Background: an optimization exercise with open tools, aiming at small area, a short achievable clock period and few clock cycles per item. Do not read the settings as production practice. RTL that was checked went through simulation tests only; none was proved equivalent to the original.

Setup of main:
Design hbs_sha256, start of the top module:
module hbs_sha256 (
    input  wire         clk,
    input  wire         rst_n,
    input  wire         in_valid,
    output wire         in_ready,
    input  wire [31:0]  in_data,
    input  wire         in_last,
    input  wire [1:0]   in_nbytes,
    output wire         out_valid,
    input  wire         out_ready,
    output wire [255:0] out_digest
);
Settings: LEC_CHECK=0, CAP_MARGIN=20, CORE_MARGIN=2, CORE_UTILIZATION=40, SETUP_SLACK_MARGIN=5, SLEW_MARGIN=20; clock period 10.0 ns.
standard.sh (not shown) runs the stock make flow with config.mk's settings and CLKGATE_MAP_FILE= SYNTH_SCRIPT=/design/flow/synth_recipe.tcl, a recipe that flattens the netlist after the stock synthesis.
==> flow/flow/run.sh <==
#!/bin/bash
export BUFFER_PORTS_ARGS="-buffer_cell sky130_fd_sc_hd__buf_2"
bash standard.sh > standard.log 2>&1
main finished every stage and its layout cleared the timing, DRC and antenna checks.
Input changes introduced in the feature branch (baseline for comparison: main):
--- a/flow/design.v
+++ b/flow/design.v
@@ -46,20 +46,21 @@
     reg        bfirst;       
     reg        blast;        
     reg        post;         
     reg        pfirst;       
     reg        plast;        
     reg        ovalid;
     reg [31:0] a0, a1, a2;   
     reg [31:0] e0, e1, e2;   
     reg [31:0] t1;           
     reg [31:0] hkw;          
+    reg [31:0] dlt;          
     reg [31:0] wn;
     reg [31:0] W [0:15];
     wire need_src = run && kin;                                   
     wire hwait    = run && (k == 6'd62) && ovalid;                
     wire stall    = (need_src && !avail) || hwait;
     wire step     = run && !stall;
     wire bnd_go   = bnd && (avail || blast);
     wire take     = avail && (need_src || bnd || idle);
     wire take_buf = take && !pad_mode;
     wire first    = msg_start;       
@@ -106,33 +107,22 @@
             6'd56: kn = 32'h78a5636f; 6'd57: kn = 32'h84c87814;
             6'd58: kn = 32'h8cc70208; 6'd59: kn = 32'h90befffa;
             6'd60: kn = 32'ha4506ceb; 6'd61: kn = 32'hbef9a3f7;
             6'd62: kn = 32'hc67178f2; default: kn = 32'h428a2f98;
         endcase
     end
     wire [31:0] big_s0 = {a0[1:0], a0[31:2]} ^ {a0[12:0], a0[31:13]} ^ {a0[21:0], a0[31:22]};
     wire [31:0] big_s1 = {e0[5:0], e0[31:6]} ^ {e0[10:0], e0[31:11]} ^ {e0[24:0], e0[31:25]};
     wire [31:0] ch     = (e0 & e1) ^ (~e0 & e2);
     wire [31:0] maj    = (a0 & a1) ^ (a0 & a2) ^ (a1 & a2);
-    wire [31:0] d0_init = bfirst ? IV[159:128] : (post ? qa1 : qa0);      
-    wire [31:0] dsel    = kone ? d0_init : a2;
-    wire [31:0] r_x   = hkw ^ big_s1 ^ ch;
-    wire [31:0] r_y   = {(hkw[30:0] & big_s1[30:0]) | (hkw[30:0] & ch[30:0]) |
-                         (big_s1[30:0] & ch[30:0]), 1'b0};
-    wire [31:0] q_x   = hkw ^ dsel ^ ch;
-    wire [31:0] q_y   = {(hkw[30:0] & dsel[30:0]) | (hkw[30:0] & ch[30:0]) |
-                         (dsel[30:0] & ch[30:0]), 1'b0};
-    wire [31:0] re_x  = q_x ^ q_y ^ big_s1;
-    wire [31:0] re_y  = {(q_x[30:0] & q_y[30:0]) | (q_x[30:0] & big_s1[30:0]) |
-                         (q_y[30:0] & big_s1[30:0]), 1'b0};
-    wire [31:0] t1_new = r_x + r_y;
-    wire [31:0] e_new  = re_x + re_y;
+    wire [31:0] e_new  = dlt + big_s1 + ch;
+    wire [31:0] t1_new = hkw + big_s1 + ch;
     wire [31:0] a_new  = t1 + big_s0 + maj;
     reg [31:0] qa0, qa1, qa2, qa3, qe0, qe1, qe2, qe3;
     reg [31:0] iva, ive;
     always @(*) begin
         case (bnd ? 2'b01 : k[1:0])
             2'b10:   ive = IV[31:0];     
             2'b11:   ive = IV[63:32];    
             2'b00:   ive = IV[95:64];    
             default: ive = IV[127:96];   
         endcase
@@ -147,25 +137,32 @@
     wire [31:0] sum_a  = (afirst ? iva : qa0) + a0;
     wire [31:0] sum_e  = (bfirst ? ive : qe0) + e0;
     wire        hadd_e = bnd_go || (step && (k == 6'd62 || k == 6'd63 || k == 6'd0));
     wire        hadd_a = post || bnd_go || (step && (k == 6'd63 || k == 6'd0));
     wire [31:0] sm_s0 = {W[2][6:0], W[2][31:7]} ^ {W[2][17:0], W[2][31:18]} ^ (W[2] >> 3);
     wire [31:0] sm_s1 = {W[15][16:0], W[15][31:17]} ^ {W[15][18:0], W[15][31:19]} ^ (W[15] >> 10);
     wire [31:0] w_next = sm_s1 + W[10] + sm_s0 + W[1];
     wire [31:0] w_cur   = ({32{sel_buf}} & buf_data) | ({32{sel_wn}} & wn) |
                           {sel_80, 31'd0} | ({32{sel_hi}} & {29'd0, nbytes[31:29]}) |
                           ({32{sel_lo}} & {nbytes[28:0], 3'b000});
-    wire [31:0] hsel = run ? e2 : (first ? IV[31:0] : qe1);
+    wire [31:0] c_init  = bfirst ? IV[191:160] : (post ? qa2 : a2);    
+    wire [31:0] hsel = run ? e2 : (first ? IV[31:0]   : qe1);
+    wire [31:0] dsel = run ? (kone ? c_init : a1)
+                           : (first ? IV[159:128] : qa2);
     wire [31:0] hk_x = hsel ^ ktr ^ w_cur;
     wire [31:0] hk_y = {(hsel[30:0] & ktr[30:0]) | (hsel[30:0] & w_cur[30:0]) |
                         (ktr[30:0] & w_cur[30:0]), 1'b0};
+    wire [31:0] dl_x = hk_x ^ hk_y ^ dsel;
+    wire [31:0] dl_y = {(hk_x[30:0] & hk_y[30:0]) | (hk_x[30:0] & dsel[30:0]) |
+                        (hk_y[30:0] & dsel[30:0]), 1'b0};
     wire [31:0] hkw_next = hk_x + hk_y;
+    wire [31:0] dlt_next = dl_x + dl_y;
     wire adv = step || go_run;    
     integer i;
     reg [3:0]  widx_n;
     reg        blast_n, pad_mode_n, msg_start_n, pad80_n, lenhere_n;
     reg [31:0] nbytes_n;
     wire       srcph_n = !run_next || (k_next[5:4] == 2'b00);
     wire       kin_n   = (k_next != 6'd0) && (k_next[5:4] == 2'b00);
     wire       bnd_n   = run && step && k0 || bnd && !bnd_go;
     wire       idle_n  = idle && !take || bnd_go && !take;
     wire       buf_full_n = in_ready ? in_valid : buf_full;
@@ -282,20 +279,21 @@
         end
         if (hadd_e) begin
             qe0 <= qe1; qe1 <= qe2; qe2 <= qe3; qe3 <= sum_e;
         end
         if (adv) begin
             for (i = 0; i < 15; i = i + 1)
                 W[i] <= W[i + 1];
             W[15] <= w_cur;
             wn    <= w_next;
             hkw   <= hkw_next;
+            dlt   <= dlt_next;
         end
         if (step) begin
             e0 <= e_new; e1 <= e0; e2 <= e1;
             t1 <= t1_new;
         end else if (take) begin
             if (first) begin
                 e0 <= IV[127:96]; e1 <= IV[95:64]; e2 <= IV[63:32];
             end else begin
                 e0 <= sum_e; e1 <= qe3; e2 <= qe2;
             end
Findings:
Compared with main, the feature branch shows a number of buffers added by the clock tree synthesis step that is 3.7% higher.
The run showing the smaller post-synthesis xor/xnor area fraction is main.
Looking at wire length, the feature branch sits 2.3% above main.
[compare] base=main new=the feature branch: synthesized netlist cell count increased 6.7%, via count of the first global-routing pass increased 1101.
Count of flip-flops with a built-in enable after synthesis ended up 32 higher on the feature branch than on main.
The run with more setup slack is the feature branch; main has less.
Against main, die footprint in the feature branch rose by a few percent.
On clock skew, the feature branch and main are neck and neck.
In the feature branch the total cell area at the placement stage turned out 4.0% higher than in main.
Testbench counts of the feature branch, summed over its fixed seeds: cycles 65,487, bytes 56,871.
Function not checked in main: the RTL went through the layout flow alone.

afterwards: timing with drivers on the ports:
Ports are ideal in the flow. The routed layouts listed here were re-timed in OpenROAD. Step 1 (the two cells are an assumption about what drives the block):
set clk [get_ports {clk}]
set_driving_cell -lib_cell sky130_fd_sc_hd__clkbuf_16 $clk
set_driving_cell -lib_cell sky130_fd_sc_hd__buf_2 [delete_from_list [all_inputs] $clk]
Step 2, shift: input delay + t, output delay - t, t = (earliest + latest rising clock arrival at the registers) / 2. This alone moves slack from input paths to output paths. Three values: no drivers, after step 1, after step 2; two values: the first two.
run | shift t [ns] | slack for setup (ns) | cell pins on the clock port's net
main | 0.874 | 4.925 / 4.925 / 4.376 | 1
the feature branch | 0.862 | 5.154 / 5.154 / 4.330 | 1
After both steps every run listed still meets setup and hold. For the feature branch, which loses most, drivers alone change the setup slack by 0.000 ns; drivers and shift together by -0.824 ns.
